From an optimization exercise on the open Yosys and OpenROAD flow, aimed at small area, a short achievable clock period and few clock cycles; shortcuts taken in it are not production practice. Function was checked by simulation only, so behaviour that the tests miss may differ from the original. No driver is modelled on the clock port, so clock power and skew are understated where the tree is cut down; a real chip needs a root buffer or a tree. No activity file was given, so power comes from the tool's default toggle rates.

==> inputs of run E <==
==> flow/design.v <==
module stackmat_decoder (
    input  wire        clk,
    input  wire        rst,           
    input  wire [11:0] spb_p,         
    input  wire [3:0]  spb_q,
    input  wire        zero_hold,     
    input  wire        cmd_start,
    input  wire        cmd_stop,
    input  wire        in_valid,
    output wire        in_ready,
    input  wire [15:0] in_sample,
    input  wire        in_last,
    output reg         res_valid,
    output reg  [2:0]  res_code,
    output wire [7:0]  res_status,
    output reg         capturing,
    output reg         running,
    output reg         is_reset,
    output reg         left_hand,
    output reg         right_hand,
    output wire [19:0] digits,
    output wire [19:0] time_ms,
    output wire [55:0] time_str
);
    localparam [2:0] RES_OK         = 3'd0;
    localparam [2:0] RES_IGNORED    = 3'd1;
    localparam [2:0] RES_SYNC_MISS  = 3'd2;
    localparam [2:0] RES_INCOMPLETE = 3'd3;
    localparam [2:0] RES_INVALID    = 3'd4;
    localparam [2:0] RES_INDET      = 3'd5;
    reg wt;       
    reg rdy;      
    assign in_ready = rdy;
    reg [11:0] p_r;
    reg [3:0]  q_r;
    reg        zh_r;
    always @(posedge clk) begin
        p_r  <= spb_p;
        q_r  <= spb_q;
        zh_r <= zero_hold;
    end
    reg v_r, last_r, zero_r, neg_r, cap_r;
    always @(posedge clk) begin
        v_r    <= in_valid & rdy & ~rst;
        last_r <= in_last;
        zero_r <= (in_sample == 16'd0);
        neg_r  <= in_sample[15];
        cap_r  <= capturing;
    end
    reg         first;        
    reg         prev;         
    reg         x_seen;       
    reg         synced;
    reg  [12:0] acc;          
    reg  [3:0]  bj;           
    reg  [3:0]  bb;           
    reg         ok;           
    reg  [5:0]  dsum;         
    reg  [27:0] sr;           
    reg         ex;           
    wire prev_e   = first | prev;
    wire sym      = zero_r ? prev_e : neg_r;
    wire synced_e = synced & ~first;
    wire x_e      = x_seen & ~first;
    wire armed    = (bb != 4'd0) | ((bj == 4'd9) & (acc != 13'd0));
    wire sync_now = ~synced_e & ~first & prev & ~sym & armed;
    wire syn_new  = synced_e | sync_now;
    wire run_chg  = first | (sym != prev);
    wire [12:0] base = run_chg ? ((~sym | synced_e) ? {1'b0, p_r} : 13'd0) : acc;
    wire [13:0] t    = {1'b0, base} + {9'd0, q_r, 1'b0};
    wire [14:0] u    = {1'b0, t} - {2'b0, p_r, 1'b0};
    wire        wrap = ~u[14];
    wire [12:0] acc_n = wrap ? u[12:0] : t[12:0];
    wire        cnt_clr = run_chg & ~synced_e;
    wire [3:0]  bj_b = cnt_clr ? 4'd0 : bj;
    wire [3:0]  bb_b = cnt_clr ? 4'd0 : bb;
    wire        full = (bb_b == 4'd9) & (bj_b != 4'd0);
    wire        step = wrap & ~full;
    wire        bj_w = (bj_b == 4'd9);
    wire [3:0]  bj_n = step ? (bj_w ? 4'd0 : bj_b + 4'd1) : bj_b;
    wire [3:0]  bb_n = (step & bj_w) ? bb_b + 4'd1 : bb_b;
    wire        complete_n = (bb_n == 4'd9) & (bj_n != 4'd0);
    wire        dbit   = synced_e & step & (bj != 4'd0) & (bj != 4'd9);
    wire [2:0]  j      = bj[2:0] - 3'd1;
    wire        is_dig = (bb != 4'd0) & (bb <= 4'd5);
    wire        keep   = dbit & ((bb == 4'd0) | (is_dig & ~bj[3] & ~bj[2]) |
                                 (is_dig & (bj == 4'd4)));
    wire [3:0]  nib    = sr[27:24];
    reg         exp_b, care, nib_chk;
    always @* begin
        care    = 1'b1;
        exp_b   = 1'b0;
        nib_chk = 1'b0;
        case (bb)
        4'd0: care = 1'b0;
        4'd1, 4'd2, 4'd3, 4'd4, 4'd5: begin
            care    = bj[3] | (bj[2] & bj[0]) | (bj[2] & bj[1]);
            exp_b   = (j == 3'd4) | (j == 3'd5);
            nib_chk = (j == 3'd4);
        end
        4'd6: exp_b = (j == 3'd6) | (~j[2] | ~j[1]) & dsum[0];   
        4'd7: exp_b = (j == 3'd1) | (j == 3'd3);               
        default: exp_b = (j == 3'd0) | (j == 3'd2) | (j == 3'd3);   
        endcase
    end
    wire nib_big = nib[3] & (nib[2] | nib[1]);
    wire bad     = dbit & care & ((sym != exp_b) | (nib_chk & nib_big));
    wire ok_n    = ~synced_e | (ok & ~bad);
    wire       ds_lo  = ~j[2] | ~j[1];                
    wire       ds_sh  = dbit & ds_lo & (bb <= 4'd6);
    wire       ds_add = is_dig & ~j[2] & sym;         
    wire       ds_cin = is_dig & (j != 3'd0) & ex;
    wire [1:0] ds_s   = {1'b0, dsum[0]} + {1'b0, ds_add} + {1'b0, ds_cin};
    wire       ds_in  = (bb == 4'd0) ? 1'b0 : is_dig ? ds_s[0] : dsum[0];
    wire [5:0] dsum_n = ds_sh ? {ds_in, dsum[5:1]} : dsum;
    wire [7:0] st = sr[7:0];
    wire ok_status = (st == 8'h20) || (st == 8'h41) || (st == 8'h43) ||
                     (st == 8'h49) || (st == 8'h4C) || (st == 8'h52) ||
                     (st == 8'h53);
    wire [2:0] result =
        !cap_r                        ? RES_IGNORED    :
        (!zh_r && (x_e || zero_r))    ? RES_INDET      :
        !syn_new                      ? RES_SYNC_MISS  :
        !complete_n                   ? RES_INCOMPLETE :
        !(ok && ok_status)            ? RES_INVALID    :
                                        RES_OK;
    wire fin   = v_r & last_r;
    wire pk_ok = fin & (result == RES_OK);
    wire [18:0] tr = {dsum, acc};             
    wire [2:0]  es = bb[2:0];                 
    wire [4:0]  ek = {bb[3], bj};             
    wire [2:0]  dl = {ok, x_seen, prev};      
    wire [1:0]  ec = {ex, synced};            
    wire eng_run = wt & (es != 3'd6);
    wire apply   = wt & (es == 3'd6);         
    wire ek_end  = (ek == 5'd18);
    wire rot     = eng_run & (es <= 3'd4) & (ek < 5'd4);
    wire ea = (es != 3'd0) & ((es == 3'd5) ? tr[0] : dl[0]);
    wire eb = (es != 3'd0) & (((es == 3'd1) | (es == 3'd5)) ? dl[1] : dl[2]);
    wire ed = rot & sr[8];
    wire [2:0] esum = {2'd0, ea} + {2'd0, eb} + {2'd0, ed} +
                      ((es == 3'd0) ? 3'd0 : {1'b0, ec});
    wire [18:0] tr_e = {esum[0], tr[18:1]};
    wire [2:0]  es_e = ek_end ? es + 3'd1 : es;
    wire [4:0]  ek_e = ek_end ? 5'd0 : ek + 5'd1;
    wire [2:0]  dl_e = ek_end ? 3'd0 : {dl[1:0], tr[0]};
    wire [1:0]  ec_e = ek_end ? 2'd0 : esum[2:1];
    assign res_status = st;
    reg [3:0] dig0, dig1, dig2, dig3, dig4;
    reg [18:0] tms;           
    always @(posedge clk) begin
        if (pk_ok) begin
            {bb, bj}                   <= 8'd0;
        end else if (v_r) begin
            prev   <= sym;
            x_seen <= x_e | zero_r;
            synced <= syn_new;
            acc    <= acc_n;
            bj     <= bj_n;
            bb     <= bb_n;
            ok     <= ok_n;
            dsum   <= dsum_n;
            if (ds_sh)
                ex <= ds_s[1];
        end else if (eng_run) begin
            {dsum, acc}                <= tr_e;
            {bb[3], bj}                <= ek_e;
            bb[2:0]                    <= es_e;
            {ok, x_seen, prev}         <= dl_e;
            {ex, synced}               <= ec_e;
        end
        if (v_r & keep)
            sr <= {sym, sr[27:1]};
        else if (rot)
            sr[27:8] <= {sr[8], sr[27:9]};
    end
    always @(posedge clk) begin
        if (rst) begin
            first      <= 1'b1;
            wt         <= 1'b0;
            rdy        <= 1'b1;
            res_valid  <= 1'b0;
            capturing  <= 1'b0;
            running    <= 1'b0;
            is_reset   <= 1'b1;
            left_hand  <= 1'b0;
            right_hand <= 1'b0;
            dig0 <= 4'd0; dig1 <= 4'd0; dig2 <= 4'd0; dig3 <= 4'd0; dig4 <= 4'd0;
            tms        <= 19'd0;
        end else begin
            if (cmd_stop)
                capturing <= 1'b0;
            else if (cmd_start)
                capturing <= 1'b1;
            if (v_r)
                first <= last_r;
            if (pk_ok)
                wt <= 1'b1;
            else if (apply)
                wt <= 1'b0;
            rdy <= ~(pk_ok | (wt & ~apply) | (in_valid & rdy & in_last));
            res_valid <= (fin & ~pk_ok) | apply;
            if (apply) begin
                left_hand  <= 1'b0;
                right_hand <= 1'b0;
                case (st)
                8'h20: begin running <= 1'b1; is_reset <= 1'b0; end
                8'h53: begin running <= 1'b0; is_reset <= 1'b0; end
                8'h49: begin running <= 1'b0; is_reset <= 1'b1; end
                8'h4C: left_hand <= 1'b1;
                8'h52: right_hand <= 1'b1;
                8'h43: begin running <= 1'b0; left_hand <= 1'b1; right_hand <= 1'b1; end
                default: ;
                endcase
                dig0 <= sr[11:8];
                dig1 <= sr[15:12];
                dig2 <= sr[19:16];
                dig3 <= sr[23:20];
                dig4 <= sr[27:24];
                tms  <= tr;
            end
        end
    end
    always @(posedge clk)
        if (fin)
            res_code <= result;
    assign digits = {dig0, dig1, dig2, dig3, dig4};
    assign time_ms = {tms, 1'b0};
    assign time_str = {4'h3, dig0, 8'h3A, 4'h3, dig1, 4'h3, dig2,
                       8'h2E, 4'h3, dig3, 4'h3, dig4};
endmodule
==> flow/flow/run.sh <==
#!/bin/bash
# The standard layout, with choices of its own:
#  - the port buffers are sky130_fd_sc_hd__buf_1 (every port still gets one),
#  - constant outputs share one tie cell per level instead of one each,
#  - the clock tree is rebuilt after CTS (flow/mycts.tcl): one root buffer
#    and one small leaf buffer per cluster of registers.
set -euo pipefail
export MYCTS_LEAF=sky130_fd_sc_hd__clkbuf_4
export MYCTS_ROOT=sky130_fd_sc_hd__clkbuf_8
export MYCTS_LEVELS=4
bash standard.sh \
  BUFFER_PORTS_ARGS="-buffer_cell sky130_fd_sc_hd__buf_1" \
  SKIP_REPAIR_TIE_FANOUT=1 \
  CTS_ARGS="-sink_clustering_enable -repair_clock_nets -buf_list sky130_fd_sc_hd__clkbuf_8 -dont_use_dummy_load" \
  POST_CTS_TCL="$PWD/flow/mycts.tcl" \
  finish > standard.log 2>&1
==> flow/flow/mycts.tcl <==
# Replace the clock tree that clock_tree_synthesis built with a smaller one:
# the clock port drives one root buffer, which drives one leaf buffer per
# cluster of registers (clusters by recursive median split of the register
# positions).  Only the clock network changes; then the placement is
# legalized again.
set db [ord::get_db]
set block [ord::get_db_block]
set leaf_master [$db findMaster $::env(MYCTS_LEAF)]
set root_master [$db findMaster $::env(MYCTS_ROOT)]
set levels $::env(MYCTS_LEVELS)

set clknet [[$block findBTerm clk] getNet]

# the old tree: buffers reached from the clock port through buffer inputs
set old_bufs {}
set old_nets {}
set sinks {}
set todo [list $clknet]
while {[llength $todo] > 0} {
  set net [lindex $todo 0]
  set todo [lrange $todo 1 end]
  foreach it [$net getITerms] {
    if {![$it isInputSignal]} { continue }
    set inst [$it getInst]
    set m [[$inst getMaster] getName]
    if {[string match "sky130_fd_sc_hd__clkbuf_*" $m] || [string match "sky130_fd_sc_hd__buf_*" $m]} {
      lappend old_bufs $inst
      set onet [[$inst findITerm X] getNet]
      lappend old_nets $onet
      lappend todo $onet
    } elseif {[[$it getMTerm] getName] eq "CLK"} {
      lappend sinks $it
    } else {
      error "mycts: clock net reaches [$inst getName]/[[$it getMTerm] getName] ($m)"
    }
  }
}
puts "mycts: [llength $sinks] sinks, removing [llength $old_bufs] buffers"
foreach it $sinks { $it disconnect }
foreach inst $old_bufs {
  foreach it [$inst getITerms] { if {[$it getNet] ne "NULL"} { set n [$it getNet]; if {[$n getSigType] ne "POWER" && [$n getSigType] ne "GROUND"} { $it disconnect } } }
  odb::dbInst_destroy $inst
}
foreach net $old_nets { if {[llength [$net getITerms]] == 0 || 1} { odb::dbNet_destroy $net } }

proc center {it} {
  set b [[$it getInst] getBBox]
  return [list [expr {([$b xMin] + [$b xMax]) / 2}] [expr {([$b yMin] + [$b yMax]) / 2}]]
}
# recursive median split, alternating x and y
proc split_sinks {items depth axis} {
  if {$depth == 0} { return [list $items] }
  set keyed {}
  foreach it $items { lappend keyed [list [lindex [center $it] $axis] $it] }
  set sorted [lsort -integer -index 0 $keyed]
  set h [expr {[llength $sorted] / 2}]
  set a {}; set b {}
  foreach k [lrange $sorted 0 [expr {$h - 1}]] { lappend a [lindex $k 1] }
  foreach k [lrange $sorted $h end] { lappend b [lindex $k 1] }
  return [concat [split_sinks $a [expr {$depth - 1}] [expr {1 - $axis}]] \
                 [split_sinks $b [expr {$depth - 1}] [expr {1 - $axis}]]]
}
set clusters [split_sinks $sinks $levels 0]

set rootnet [odb::dbNet_create $block clknet_root]
$rootnet setSigType CLOCK
set sx 0; set sy 0; set nl 0
set i 0
foreach cl $clusters {
  set cx 0; set cy 0
  foreach it $cl { set c [center $it]; incr cx [lindex $c 0]; incr cy [lindex $c 1] }
  set cx [expr {$cx / [llength $cl]}]; set cy [expr {$cy / [llength $cl]}]
  set net [odb::dbNet_create $block clknet_leaf_$i]
  $net setSigType CLOCK
  set buf [odb::dbInst_create $block $leaf_master clkbuf_leaf_$i]
  $buf setLocation $cx $cy
  $buf setPlacementStatus PLACED
  [$buf findITerm A] connect $rootnet
  [$buf findITerm X] connect $net
  foreach it $cl { $it connect $net }
  puts "mycts: leaf $i drives [llength $cl] sinks at $cx $cy"
  incr sx $cx; incr sy $cy; incr nl
  incr i
}
set root [odb::dbInst_create $block $root_master clkbuf_root]
$root setLocation [expr {$sx / $nl}] [expr {$sy / $nl}]
$root setPlacementStatus PLACED
[$root findITerm A] connect $clknet
[$root findITerm X] connect $rootnet
# power pins
foreach inst [list $root {*}[lmap j [lsort -integer [lrange [list 0 1 2 3 4 5 6 7 8 9 10 11 12 13 14 15] 0 [expr {$nl - 1}]]] {$block findInst clkbuf_leaf_$j}]] {
  foreach it [$inst getITerms] {
    set mt [[$it getMTerm] getSigType]
    if {$mt eq "POWER"} { $it connect [$block findNet VDD] }
    if {$mt eq "GROUND"} { $it connect [$block findNet VSS] }
  }
}
detailed_placement
==> flow/standard.sh <==
#!/bin/bash
# synth_recipe.tcl (not shown) runs the flow's synth.tcl, then flattens the netlist and writes it again
# the make line also repeats each setting of config.mk as NAME=value (left out here)
make -C /OpenROAD-flow-scripts/flow DESIGN_CONFIG=/design/flow/config.mk WORK_HOME=/design/flow/orfs CLKGATE_MAP_FILE= SYNTH_SCRIPT=/design/flow/synth_recipe.tcl "${@:-finish}"
==> flow/config.mk <==
export PLATFORM = sky130hd
export DESIGN_NAME = stackmat_decoder
export DESIGN_NICKNAME = stackmat_decoder
export VERILOG_FILES = /design/flow/design.v
export SDC_FILE = /design/flow/constraint.sdc
export NUM_CORES = 4
export LEC_CHECK = 0
export ABC_AREA = 1
export CAP_MARGIN = 20
export CORE_MARGIN = 2
export CORE_UTILIZATION = 60
export PLACE_DENSITY = 0.75
export SLEW_MARGIN = 20
==> flow/constraint.sdc <==
create_clock -name core_clock -period 70.0 [get_ports {clk}]
set_input_delay 14.0000 -clock core_clock [delete_from_list [all_inputs] [get_ports {clk}]]
set_output_delay 14.0000 -clock core_clock [all_outputs]
set_load 0.01 [all_outputs]
==> run B: changes against run E <==
==> flow/flow/run.sh (replaced) <==
#!/bin/bash
# The standard layout, with three choices of its own:
#  - the port buffers are sky130_fd_sc_hd__buf_1 (every port still gets one),
#  - constant outputs share one tie cell per level instead of one each,
#  - clock tree with clkbuf_8 only and no dummy loads.
set -euo pipefail
bash standard.sh \
  BUFFER_PORTS_ARGS="-buffer_cell sky130_fd_sc_hd__buf_1" \
  SKIP_REPAIR_TIE_FANOUT=1 \
  CTS_ARGS="-sink_clustering_enable -repair_clock_nets -buf_list sky130_fd_sc_hd__clkbuf_8 -sink_clustering_size 30 -sink_clustering_max_diameter 150 -dont_use_dummy_load" \
  finish > standard.log 2>&1
--- a/flow/config.mk
+++ b/flow/config.mk
@@ -5,7 +5,6 @@
 export SDC_FILE = /design/flow/constraint.sdc
 export NUM_CORES = 4
 export LEC_CHECK = 0
-export ABC_AREA = 1
 export CAP_MARGIN = 20
 export CORE_MARGIN = 2
 export CORE_UTILIZATION = 60
removed: flow/flow/mycts.tcl
==> run M: changes against run E <==
--- a/flow/design.v
+++ b/flow/design.v
@@ -117,6 +117,12 @@
     wire ok_status = (st == 8'h20) || (st == 8'h41) || (st == 8'h43) ||
                      (st == 8'h49) || (st == 8'h4C) || (st == 8'h52) ||
                      (st == 8'h53);
+    wire st_sp = ~st[6];
+    wire st_s  = st[4] & st[0];
+    wire st_r  = st[4] & ~st[0];
+    wire st_i  = st[3] & st[0];
+    wire st_l  = st[3] & ~st[0];
+    wire st_c  = st[6] & ~st[4] & ~st[3] & st[1];
     wire [2:0] result =
         !cap_r                        ? RES_IGNORED    :
         (!zh_r && (x_e || zero_r))    ? RES_INDET      :
@@ -203,15 +209,12 @@
             if (apply) begin
                 left_hand  <= 1'b0;
                 right_hand <= 1'b0;
-                case (st)
-                8'h20: begin running <= 1'b1; is_reset <= 1'b0; end
-                8'h53: begin running <= 1'b0; is_reset <= 1'b0; end
-                8'h49: begin running <= 1'b0; is_reset <= 1'b1; end
-                8'h4C: left_hand <= 1'b1;
-                8'h52: right_hand <= 1'b1;
-                8'h43: begin running <= 1'b0; left_hand <= 1'b1; right_hand <= 1'b1; end
-                default: ;
-                endcase
+                if (st_sp) begin running <= 1'b1; is_reset <= 1'b0; end
+                if (st_s)  begin running <= 1'b0; is_reset <= 1'b0; end
+                if (st_i)  begin running <= 1'b0; is_reset <= 1'b1; end
+                if (st_l)  left_hand <= 1'b1;
+                if (st_r)  right_hand <= 1'b1;
+                if (st_c)  begin running <= 1'b0; left_hand <= 1'b1; right_hand <= 1'b1; end
                 dig0 <= sr[11:8];
                 dig1 <= sr[15:12];
                 dig2 <= sr[19:16];
--- a/flow/config.mk
+++ b/flow/config.mk
@@ -8,6 +8,6 @@
 export ABC_AREA = 1
 export CAP_MARGIN = 20
 export CORE_MARGIN = 2
-export CORE_UTILIZATION = 60
+export CORE_UTILIZATION = 65
 export PLACE_DENSITY = 0.75
 export SLEW_MARGIN = 20
==> run X: changes against run E <==
--- a/flow/design.v
+++ b/flow/design.v
@@ -117,6 +117,12 @@
     wire ok_status = (st == 8'h20) || (st == 8'h41) || (st == 8'h43) ||
                      (st == 8'h49) || (st == 8'h4C) || (st == 8'h52) ||
                      (st == 8'h53);
+    wire st_sp = ~st[6];
+    wire st_s  = st[4] & st[0];
+    wire st_r  = st[4] & ~st[0];
+    wire st_i  = st[3] & st[0];
+    wire st_l  = st[3] & ~st[0];
+    wire st_c  = st[6] & ~st[4] & ~st[3] & st[1];
     wire [2:0] result =
         !cap_r                        ? RES_IGNORED    :
         (!zh_r && (x_e || zero_r))    ? RES_INDET      :
@@ -203,15 +209,12 @@
             if (apply) begin
                 left_hand  <= 1'b0;
                 right_hand <= 1'b0;
-                case (st)
-                8'h20: begin running <= 1'b1; is_reset <= 1'b0; end
-                8'h53: begin running <= 1'b0; is_reset <= 1'b0; end
-                8'h49: begin running <= 1'b0; is_reset <= 1'b1; end
-                8'h4C: left_hand <= 1'b1;
-                8'h52: right_hand <= 1'b1;
-                8'h43: begin running <= 1'b0; left_hand <= 1'b1; right_hand <= 1'b1; end
-                default: ;
-                endcase
+                if (st_sp) begin running <= 1'b1; is_reset <= 1'b0; end
+                if (st_s)  begin running <= 1'b0; is_reset <= 1'b0; end
+                if (st_i)  begin running <= 1'b0; is_reset <= 1'b1; end
+                if (st_l)  left_hand <= 1'b1;
+                if (st_r)  right_hand <= 1'b1;
+                if (st_c)  begin running <= 1'b0; left_hand <= 1'b1; right_hand <= 1'b1; end
                 dig0 <= sr[11:8];
                 dig1 <= sr[15:12];
                 dig2 <= sr[19:16];
--- a/flow/config.mk
+++ b/flow/config.mk
@@ -8,6 +8,6 @@
 export ABC_AREA = 1
 export CAP_MARGIN = 20
 export CORE_MARGIN = 2
-export CORE_UTILIZATION = 60
-export PLACE_DENSITY = 0.75
+export CORE_UTILIZATION = 55
+export PLACE_DENSITY = 0.7
 export SLEW_MARGIN = 20
==> qor summary <==
quantity	run B	run M	run E	run X
Outcome	no timing/DRC/antenna violations	no timing/DRC/antenna violations	no timing/DRC/antenna violations	no timing/DRC/antenna violations
Arrival @ worst endpoint	1130 ps	1140 ps	1040 ps	1130 ps
Met1 Usage GRT	35.9%	36.9%	33.9%	29.6%
Multi-input combinational gate total	577	532	550	532
Reg clk slew, reported paths	50 ps	80 ps	90 ps	90 ps
Worst reg2reg path endpoint	acc[2]$_DFFE_PP_	ok$_DFFE_PP_	sr[9]$_DFFE_PP_	acc[11]$_DFFE_PP_
Critical-path maximum fanout	8	9	5	9
Post-Synth Simple-Gate Area	18.4%	18.8%	20.4%	18.8%
Worst Setup SP	sr[4]$_DFFE_PP_	sr[3]$_DFFE_PP_	sr[2]$_DFFE_PP_	sr[3]$_DFFE_PP_
Most common cell after layout, fill and taps aside	nand2_1	buf_1	nor2_1	buf_1
CORE AREA	12200 um^2	10800 um^2	11900 um^2	12700 um^2
Internal power component	0.117 mW	0.115 mW	0.111 mW	0.115 mW
Global-route wire length before repair	27.7 mm	25.3 mm	25.5 mm	25.2 mm
Share of the yosys chip area belonging to registers	42.6%	44.9%	44.1%	44.9%
Reg power frac	51.8%	51.0%	53.3%	51.5%
Sequential Power	0.0861 mW	0.0906 mW	0.0882 mW	0.0901 mW
Max-Slew Margin vs Limit	28.7%	42.7%	32.4%	41.8%
Testbench counts of run E, summed over its fixed seeds: cycles 871,062.
Testbench counts of run B, summed over its fixed seeds: cycles 871,062.
Testbench counts of run M, summed over its fixed seeds: cycles 871,062.
Testbench counts of run X, summed over its fixed seeds: cycles 871,062.
The clock cells of run E, run M and run X come from the design's own scripts or RTL, not from TritonCTS.

## port drivers added, routing unchanged
How much do the figures lean on ideal ports? The routed layouts below were timed once more, with nothing changed but the port constraints. Step 1 assumes that a clkbuf_16 drives the clock port and a buf_2 every other input. Step 2 moves the port delays by t, midway between the first and last clock arrival at a register: inputs arrive t later, outputs are due t later. That takes back most of the time a late clock gives input paths. Slacks: no drivers / after step 1 / after step 2; pairs: no drivers / after step 1.
run	t, ns	setup WS [ns]	worst setup path at the end
run E	0.469	54.958 / 54.918 / 54.813	input to register
run B	0.481	54.871 / 54.836 / 54.929	input to register
run M	0.463	54.860 / 54.822 / 54.825	input to register
run X	0.467	54.874 / 54.838 / 54.903	input to register
After both steps every run listed still meets setup and hold. For run E, which loses most, drivers alone change the setup slack by -0.040 ns; drivers and shift together by -0.145 ns.
